Source: an optimization exercise on an open RTL-to-GDS flow (aim: small area). Production flows keep margins and buffers that such runs may drop. The RTL of this run was laid out without a check of its function. Power and IR drop assume default switching activity.

==> flow/config.mk <==
export PLATFORM = sky130hd
export DESIGN_NAME = bbm_bridge
export DESIGN_NICKNAME = bbm_bridge
export VERILOG_FILES = /design/flow/design.v
export SDC_FILE = /design/flow/constraint.sdc
export NUM_CORES = 4
export LEC_CHECK = 0
export ABC_AREA = 1
export CAP_MARGIN = 20
export CORE_MARGIN = 2
export CORE_UTILIZATION = 40
export CTS_BUF_LIST = sky130_fd_sc_hd__clkbuf_8
export CTS_CLUSTER_DIAMETER = 500
export CTS_CLUSTER_SIZE = 100
export SLEW_MARGIN = 20
==> flow/constraint.sdc <==
create_clock -name core_clock -period 10.0 [get_ports {clk}]
set_input_delay 2.0000 -clock core_clock [delete_from_list [all_inputs] [get_ports {clk}]]
set_output_delay 2.0000 -clock core_clock [all_outputs]
set_load 0.01 [all_outputs]
==> flow/design.v <==
module bbm_bridge (
    input  wire       clk,
    input  wire       rst,
    input  wire       in_valid,
    input  wire [7:0] in_data,
    output wire       in_ready,
    output reg        out_valid,
    output reg  [7:0] out_data,
    input  wire       out_ready,
    output reg        scl_oe,
    output reg        sda_oe,
    input  wire       sda_i,
    output reg        spi_cs_n,
    output reg        spi_sck,
    output reg        spi_mosi,
    input  wire       spi_miso
);
    localparam [4:0] H_CMD = 5'd0, H_OP = 5'd1, H_ALEN = 5'd2, H_DEV = 5'd3,
                     H_AH = 5'd4, H_AL = 5'd5, H_LEN = 5'd6,
                     I_START = 5'd7, I_DEV0 = 5'd8, X_AH = 5'd9, X_AL = 5'd10,
                     I_RSTART = 5'd11, I_DEV1 = 5'd12,
                     X_READ = 5'd13, X_PUT = 5'd14, X_NEXT = 5'd15, X_DATA = 5'd16,
                     X_END = 5'd17, I_SETTLE = 5'd18,
                     S_CSA1 = 5'd19, S_WREN = 5'd20, S_CSD1 = 5'd21, S_CSA2 = 5'd22,
                     S_CMD = 5'd23, S_PCSA = 5'd24, S_RDSR = 5'd25, S_SAVE = 5'd26,
                     S_PCSD = 5'd27, S_CHECK = 5'd28;
    localparam [4:0] E_IDLE = 5'd0, E_DONE = 5'd1, E_PUTW = 5'd2,
                     E_ST_RSDA = 5'd3, E_ST_RSCL = 5'd4, E_ST_LSDA = 5'd5, E_ST_LSCL = 5'd6,
                     E_SP_LSDA = 5'd7, E_SP_RSCL = 5'd8, E_SP_RSDA = 5'd9,
                     E_B_SDA = 5'd10, E_B_SCLR = 5'd11, E_B_SAMP = 5'd12, E_B_SCLL = 5'd13,
                     E_CS = 5'd14, E_S_MOSI = 5'd15, E_S_SCK1 = 5'd16, E_S_SAMP = 5'd17,
                     E_S_SCK0 = 5'd18;
    reg [4:0] P;
    reg [4:0] E;
    reg [3:0] dly;
    reg [2:0] bc;
    reg       ackf;
    reg       is_spi, is_read, alen2;
    reg [7:1] dev;
    reg [7:0] ah, al, count;
    wire act  = (dly == 4'd0);
    wire idle = (E == E_IDLE);
    wire hdr  = (P <= H_LEN);
    wire data_st = (P == X_DATA);
    assign in_ready = hdr || (idle && data_st);
    wire in_take = in_valid && in_ready;
    wire last  = (count == 8'd1);
    wire bc0   = (bc == 3'd0);
    wire outfree = !out_valid || out_ready;
    wire c_i = (in_data == 8'h49), c_p = (in_data == 8'h50);
    wire c_r = (in_data == 8'h52), c_w = (in_data == 8'h57);
    wire c_1 = (in_data == 8'd1),  c_2 = (in_data == 8'd2), c_0 = (in_data == 8'd0);
    reg [7:0] wbyte;
    always @(*) begin
        case (P)
            I_DEV0:  wbyte = {dev, 1'b0};
            I_DEV1:  wbyte = {dev, 1'b1};
            X_AH:    wbyte = ah;
            S_WREN:  wbyte = 8'h06;
            S_CMD:   wbyte = {7'h01, is_read};
            S_RDSR:  wbyte = 8'h05;
            default: wbyte = al;
        endcase
    end
    wire wbit   = wbyte[bc];
    wire rd_op  = (P == X_READ);
    wire i2c_rd = rd_op;       
    wire spi_rd = rd_op;       
    wire csd    = (P == S_CSD1) || (P == X_END) || (P == S_PCSD);
    localparam [2:0] K_WAIT = 3'd0, K_ONE = 3'd1, K_START = 3'd2, K_STOP = 3'd3,
                     K_IBYTE = 3'd4, K_CS = 3'd5, K_SW = 3'd6, K_SR = 3'd7;
    wire [2:0] k_byte = is_spi ? K_SW : K_IBYTE;
    reg [2:0] kind;
    reg [4:0] nextP;
    reg       go;       
    always @(*) begin
        kind  = K_WAIT;
        nextP = 5'bxxxxx;
        go    = 1'b1;
        case (P)
            H_CMD:  begin kind = K_ONE; go = in_valid & (c_i | c_p); nextP = H_OP; end
            H_OP:   begin kind = K_ONE; go = in_valid;
                          nextP = (c_r | c_w) ? (is_spi ? H_AH : H_ALEN) : H_CMD; end
            H_ALEN: begin kind = K_ONE; go = in_valid; nextP = (c_1 | c_2) ? H_DEV : H_CMD; end
            H_DEV:  begin kind = K_ONE; go = in_valid; nextP = H_AH; end
            H_AH:   begin kind = K_ONE; go = in_valid; nextP = H_AL; end
            H_AL:   begin kind = K_ONE; go = in_valid; nextP = H_LEN; end
            H_LEN:  begin kind = K_ONE; go = in_valid;
                          nextP = c_0 ? H_CMD : is_spi ? (is_read ? S_CSA2 : S_CSA1) : I_START; end
            I_START:  begin kind = K_START; nextP = I_DEV0; end
            I_DEV0:   begin kind = K_IBYTE; nextP = X_AH; end
            X_AH:     begin kind = (alen2 | is_spi) ? k_byte : K_ONE; nextP = X_AL; end
            X_AL:     begin kind = k_byte;
                            nextP = is_read ? (is_spi ? X_READ : I_RSTART) : X_DATA; end
            I_RSTART: begin kind = K_START; nextP = I_DEV1; end
            I_DEV1:   begin kind = K_IBYTE; nextP = X_READ; end
            X_READ:   begin kind = is_spi ? K_SR : K_IBYTE; nextP = is_read ? X_PUT : S_SAVE; end
            X_PUT:    begin kind = K_WAIT; nextP = is_read ? X_NEXT : H_CMD; end
            X_NEXT:   begin kind = K_ONE; nextP = last ? X_END : is_read ? X_READ : X_DATA; end
            X_DATA:   begin kind = k_byte; go = in_valid; nextP = X_NEXT; end
            X_END:    begin kind = is_spi ? K_CS : K_STOP;
                            nextP = is_read ? H_CMD : is_spi ? S_PCSA : I_SETTLE; end
            I_SETTLE: begin kind = K_ONE; go = (count == 8'h91); nextP = X_PUT; end
            S_CSA1:   begin kind = K_CS; nextP = S_WREN; end
            S_WREN:   begin kind = K_SW; nextP = S_CSD1; end
            S_CSD1:   begin kind = K_CS; nextP = S_CSA2; end
            S_CSA2:   begin kind = K_CS; nextP = S_CMD; end
            S_CMD:    begin kind = K_SW; nextP = X_AH; end
            S_PCSA:   begin kind = K_CS; nextP = S_RDSR; end
            S_RDSR:   begin kind = K_SW; nextP = X_READ; end
            S_SAVE:   begin kind = K_ONE; nextP = S_PCSD; end
            S_PCSD:   begin kind = K_CS; nextP = S_CHECK; end
            S_CHECK:  begin kind = K_ONE; nextP = al[0] ? S_PCSA : X_PUT; end
            default:  begin kind = 3'bxxx; go = 1'bx; end
        endcase
    end
    reg [4:0] En;
    reg [3:0] dn;
    reg       adv;
    always @(*) begin
        En  = E;
        dn  = 4'd0;
        adv = 1'b0;
        case (E)
            E_IDLE: if (go) case (kind)
                K_ONE:   begin adv = 1'b1; if (P == I_SETTLE) dn = 4'd0; end
                K_START: begin En = E_ST_RSDA; dn = 4'd1; end
                K_STOP:  begin En = E_SP_LSDA; dn = 4'd1; end
                K_IBYTE: begin En = E_B_SDA;   dn = 4'd1; end
                K_CS:    begin En = E_CS;      dn = 4'd1; end
                K_SW:    begin En = E_S_MOSI;  dn = 4'd1; end
                K_SR:    begin En = E_S_SCK1;  dn = 4'd5; end
                default: En = E_PUTW;
            endcase else if (P == I_SETTLE) dn = 4'd8;
            E_DONE: begin En = E_IDLE; adv = 1'b1; end
            E_PUTW: if (outfree) begin En = E_IDLE; adv = 1'b1; end
            E_ST_RSDA: En = E_ST_RSCL;
            E_ST_RSCL: begin En = E_ST_LSDA; dn = 4'd8; end
            E_ST_LSDA: begin En = E_ST_LSCL; dn = 4'd8; end
            E_ST_LSCL: begin En = E_DONE; dn = 4'd8; end
            E_SP_LSDA: begin En = E_SP_RSCL; dn = 4'd8; end
            E_SP_RSCL: begin En = E_SP_RSDA; dn = 4'd8; end
            E_SP_RSDA: begin En = E_DONE; dn = 4'd8; end
            E_B_SDA:   begin En = E_B_SCLR; dn = 4'd8; end
            E_B_SCLR:  if (i2c_rd ^ ackf) En = E_B_SAMP; else begin En = E_B_SCLL; dn = 4'd8; end
            E_B_SAMP:  begin En = E_B_SCLL; dn = 4'd8; end
            E_B_SCLL:  begin dn = 4'd8; En = ackf ? E_DONE : (i2c_rd & ~bc0) ? E_B_SCLR : E_B_SDA; end
            E_CS:      En = E_DONE;
            E_S_MOSI:  begin En = E_S_SCK1; dn = 4'd4; end
            E_S_SCK1:  begin dn = 4'd4; En = spi_rd ? E_S_SAMP : E_S_SCK0; end
            E_S_SAMP:  En = E_S_SCK0;
            E_S_SCK0:  if (bc0) En = E_DONE; else if (spi_rd) begin En = E_S_SCK1; dn = 4'd4; end else En = E_S_MOSI;
            default:   En = 5'bxxxxx;
        endcase
    end
    wire issue = act && idle && go && kind != K_ONE && kind != K_WAIT;
    always @(posedge clk) begin
        if (rst) begin
            P         <= H_CMD;
            E         <= E_IDLE;
            dly       <= 4'd0;
            out_valid <= 1'b0;
            scl_oe    <= 1'b0;
            sda_oe    <= 1'b0;
            spi_cs_n  <= 1'b1;
            spi_sck   <= 1'b0;
            spi_mosi  <= 1'b0;
        end else begin
            if (act) begin
                E   <= En;
                dly <= dn;
                if (adv) P <= nextP;
            end else
                dly <= dly - 4'd1;
            if (act && E == E_PUTW && outfree) begin
                out_data  <= is_read ? al : 8'h4B;
                out_valid <= 1'b1;
            end else if (out_valid && out_ready)
                out_valid <= 1'b0;
            if (act) case (E)
                E_ST_RSDA, E_SP_RSDA: sda_oe <= 1'b0;
                E_ST_LSDA, E_SP_LSDA: sda_oe <= 1'b1;
                E_B_SDA: sda_oe <= ackf ? (i2c_rd & ~last) : (~i2c_rd & ~wbit);
                E_ST_RSCL, E_SP_RSCL, E_B_SCLR: scl_oe <= 1'b0;
                E_ST_LSCL, E_B_SCLL: scl_oe <= 1'b1;
                E_CS: spi_cs_n <= csd;
                E_S_MOSI: spi_mosi <= wbit;
                E_S_SCK1: spi_sck <= 1'b1;
                E_S_SCK0: spi_sck <= 1'b0;
                default: ;
            endcase
        end
        if (in_take) begin
            case (P)
                H_CMD: is_spi <= c_p;
                H_OP:  is_read <= c_r;
                H_ALEN: alen2 <= in_data[1];
                H_DEV: dev <= in_data[7:1];
                H_AH:  ah <= in_data;
                H_LEN: count <= in_data;
                default: al <= in_data;    
            endcase
        end
        if (act && ((E == E_B_SAMP && i2c_rd) || E == E_S_SAMP))
            al <= {al[6:0], (E == E_S_SAMP) ? spi_miso : sda_i};
        if (act && idle && (P == I_SETTLE || P == X_NEXT))
            count <= count - 8'd1;
        if (issue)
            bc <= 3'd7;
        else if (act && ((E == E_B_SCLL && !ackf) || E == E_S_SCK0))
            bc <= bc - 3'd1;
        if (issue)
            ackf <= 1'b0;
        else if (act && E == E_B_SCLL && bc0)
            ackf <= 1'b1;
    end
endmodule
==> flow/run.sh <==
#!/bin/bash
# synth_recipe.tcl (not shown) runs the flow's synth.tcl, then flattens the netlist and writes it again
# the make line also repeats each setting of config.mk as NAME=value (left out here)
make -C /OpenROAD-flow-scripts/flow DESIGN_CONFIG=/design/flow/config.mk WORK_HOME=/design/flow/orfs CLKGATE_MAP_FILE= SYNTH_SCRIPT=/design/flow/synth_recipe.tcl finish
==> notes.md <==
## sequential cells by signal, summed over array words and instances, names as in the netlist
signal,flops
is_spi,1
E,5
out_data,8
spi_sck,1
spi_cs_n,1
dly,4
bc,3
al,8
sda_oe,1
ackf,1
P,5
out_valid,1
dev,7
ah,8
spi_mosi,1
alen2,1
is_read,1
count,8
scl_oe,1
## Yosys cell counts (all sizes together)
master,number,area (sq um)
or2,1,6.260
a31oi,6,37.54
a22oi,2,15.01
o2111ai,3,26.28
a211oi,2,15.01
o211ai,5,37.54
nand2,156,635.6
inv,91,344.1
nor3,31,155.2
clkinv,1,3.750
a2111oi,1,8.760
o21a,1,7.510
a22o,2,17.52
ha,5,62.56
o32ai,1,8.760
a21oi,35,190.2
xnor2,3,26.28
nand4,8,50.05
o221ai,1,8.760
buf,4,25.02
nor4,6,37.54
edfxtp,42,1261
dfxtp,24,480.5
a2111o,1,11.26
clkbuf,10,37.54
nand3,62,345.3
o21ai,44,220.2
o31ai,2,15.01
nand3b,1,7.510
nor2,85,386.6
xor2,5,43.79
## layout make-up
type / instances / area (sq um) / share of cell area, %
clock inverter: 6 / 87.58 / 1.693
timing repair buffer: 31 / 302.8 / 5.852
inverter: 92 / 347.8 / 6.723
clock buffer: 10 / 137.6 / 2.660
sequential: 66 / 1742 / 33.66
multi-input combinational: 469 / 2381 / 46.02
tap: 140 / 175.2 / 3.386
## through the flow
stage          power, mW  util [%]  cells  hold WS (ns)  cell area [sq um]
2_1_floorplan     0.9942         -    641        0.4718               4528
3_3_place_gp       1.190     45.21    798        0.4610               4943
3_5_place_dp       1.193     45.21    798        0.4674               4943
4_1_cts            1.461     47.27    814        0.4792               5169
5_1_grt            1.585     47.31    814        0.5201               5174
6_report           1.465     47.31    814        0.4742               5174
## worst reg2reg max path, cell delays in order (launching register included)
cell	delay (ns)
dfxtp_1	0.78
inv_2	0.25
nand3_1	0.25
nand2_1	0.15
nor2_1	0.14
nand3_2	0.12
nor2_4	0.13
nand3_2	0.11
a21oi_4	0.21
nand3_2	0.11
nand2_4	0.14
nand3_1	0.10
nand2_1	0.07
nor2_1	0.04
## power breakdown
| part | internal [mW] | switching (mW) |
|---|---|---|
| registers | 0.345 | 0.0673 |
| logic | 0.251 | 0.538 |
| clock network | 0.148 | 0.115 |
| total | 0.744 | 0.720 |
## metal layers
| layer | vias up | track usage [%] | share of wire (%) |
|---|---|---|---|
| met1 | 2073 | 31.95 | 45 |
| met5 | - | 0 | 0 |
| met3 | 53 | 5.232 | 7.5 |
| met2 | 209 | 37.20 | 44 |
| met4 | 0 | 10.71 | 3.5 |
| li1 | 2201 | - | - |
## cell families after synthesis
| group | count (synthesis) | share of synthesized area (%) |
|---|---|---|
| adder cells (fa/ha/maj) | 5 | 1.382 |
| XOR/XNOR | 8 | 1.547 |
| AO/OA/AOI/OAI | 106 | 13.68 |
| flip-flops | 66 | 38.46 |
| AND/OR/NAND/NOR | 350 | 35.87 |
| buffers and inverters | 106 | 9.063 |
## worst max-delay path by stage
stage | endpoint | cells after the start
detailed placement | E[2] | 15
CTS | in_ready | 4
global route | in_ready | 3
floorplan | E[2] | 14
global placement | E[2] | 15
finish | in_ready | 4
==> summary.txt <==
Floorplanning
  • Die width: 110.4 um
  • I/O pin cnt: 29
  • Die area: 12190 sq um
  • Initial Util: 41.41%
  • Chip height: 110.4 um
  • Row count: 38
  • Core footprint: 10940 sq um

Placed design
  • Port Buffers: 28
  • Place WS: 5.864 ns
  • DPL Wire Length: 10420 um
  • Final GP Congestion: approximately 1

Yosys
  • Post-synthesis cell type count: 42
  • Seq cells post-synth: 66
  • Synth Area per Inst: 7.064 sq um
  • Synth Instances: 641
  • Synth Cell Area: around 4500 sq um
  • Sequential element share of the synthesized area: between 30% and 40%
  • YS warnings: 1
  • Mapped Nets: 660

STA
  • Top achievable clock speed: between 200 and 250 MHz
  • Fin crit period: 4.368 ns
  • Layout Skew: 0.01486 ns
  • Slew Limit Fails: 0
  • Setup violators final: 0
  • Crit share post-route: between 40 and 50%
  • Tightest Pin Transition: around 0.72 ns
  • Setup TNS: 0 ns
  • Final Hold Viols: 0
  • Setup WS post-layout: 5.632 ns
  • Rel. slew slack: 51.61%
  • RSZ-0062 raised after global routing: false

Routing
  • Post-Route WL: 13520 um
  • Via density: 5.572
  • Drt first pass iters: 6
  • Antenna viol nets, final: 0
  • DRC viols: 0
  • Drt wl/cell: 16.61 um
  • Vias: about 4.5k
  • 1st-iter DRT viols: 369

Worst setup path
  • Critical path class: reg -> out
  • Slowest CP cell: dfxtp_1
  • Critical Path AT: 2.37 ns
  • CP endpoint kind: output pin
  • Worst setup SP type: flip-flop
  • R2r startpoint: P[4]
  • Reg2Reg Capture Point: P[1]
  • Critical path, cell by cell: inv_2 -> nand3_1 -> o221ai_1 -> clkdlybuf4s50_1
  • Crit-path max FO: 17
  • Critical Path RT: approximately 8.0 ns
  • Delay of the slowest critical-path stage: 0.78 ns
  • R2R cell count: 13
  • Reg2reg setup slack: 7.29 ns
  • Crit path max-delay family: flip-flops
  • Buf+Inv Stages, Crit Path: 2
  • Crit. Startpoint: P[4]

CTS
  • CTS Buf Count: 9
  • Cts repair resizes: 0
  • Post-CTS Setup Inserts: 0
  • Clock transition at path regs: 0.08 ns
  • Clock Tree Root: clkbuf_8
  • CTS hold repair buffers: 0
  • Clock H-tree levels: 3
  • Max Root-Sink Buffers: 2
  • Clock sinks: 66
  • Clock network latency to the later pin of the worst-skew pair: 0.38 ns
  • CTS tree: yes

Job
  • # Max-Cap Violations: 0

Final layout
  • Area Overhead vs Synth: 14.26%
  • Filler instances: 1123
  • Most frequent cells in the layout: 144 x nand2_1, 85 x inv_1, 72 x nor2_1
  • Fraction of layout cells with a size suffix above 1: 9.050%
  • Layout Nets: 688
  • Ant. Diodes: 0
  • Most common cell after layout, fill and taps aside: nand2_1

Hold path
  • Min-Delay Path Depth: 2
  • Worst hold path endpoint: scl_oe
  • HP Start: scl_oe
  • Worst min-delay path category: reg -> reg

Power
  • Power Density: around 280 nW/um^2
  • Worst VDD drop: 0.0001676 V
  • Pleak: 2.350 nW

Global route
  • First-pass GRT wire length: 21850 um
  • Largest net degree at the start of global routing: 21
  • Gr usage total: 23.94%
  • Initial antenna violation count: 0
  • Grt ovf: 0
  • Number of global-route vias before repair: between 4k and 5k

Run status
  • Status: no timing/DRC/antenna violations

## afterwards: timing with drivers on the ports
The results above use ideal ports. As a check the final layout listed here was re-extracted and re-timed, cells and wires unchanged.
Step 1 (the two cells are an assumption about what drives the block):
set clk [get_ports {clk}]
set_driving_cell -lib_cell sky130_fd_sc_hd__clkbuf_16 $clk
set_driving_cell -lib_cell sky130_fd_sc_hd__buf_2 [delete_from_list [all_inputs] $clk]
Step 2 also shifts input and output timing later by t, the mid clock arrival at the registers, as if the neighbouring blocks saw the same clock.
Three values: no drivers, after step 1, after step 2; two values: the first two.
t, ns: 0.404
slack for setup (ns): 5.632 / 5.599 / 5.878
hold WS [ns]: 0.474 / 0.474 / 0.474
After both steps this run still meets setup and hold. For this run, drivers alone change the setup slack by -0.033 ns; drivers and shift together by +0.246 ns.
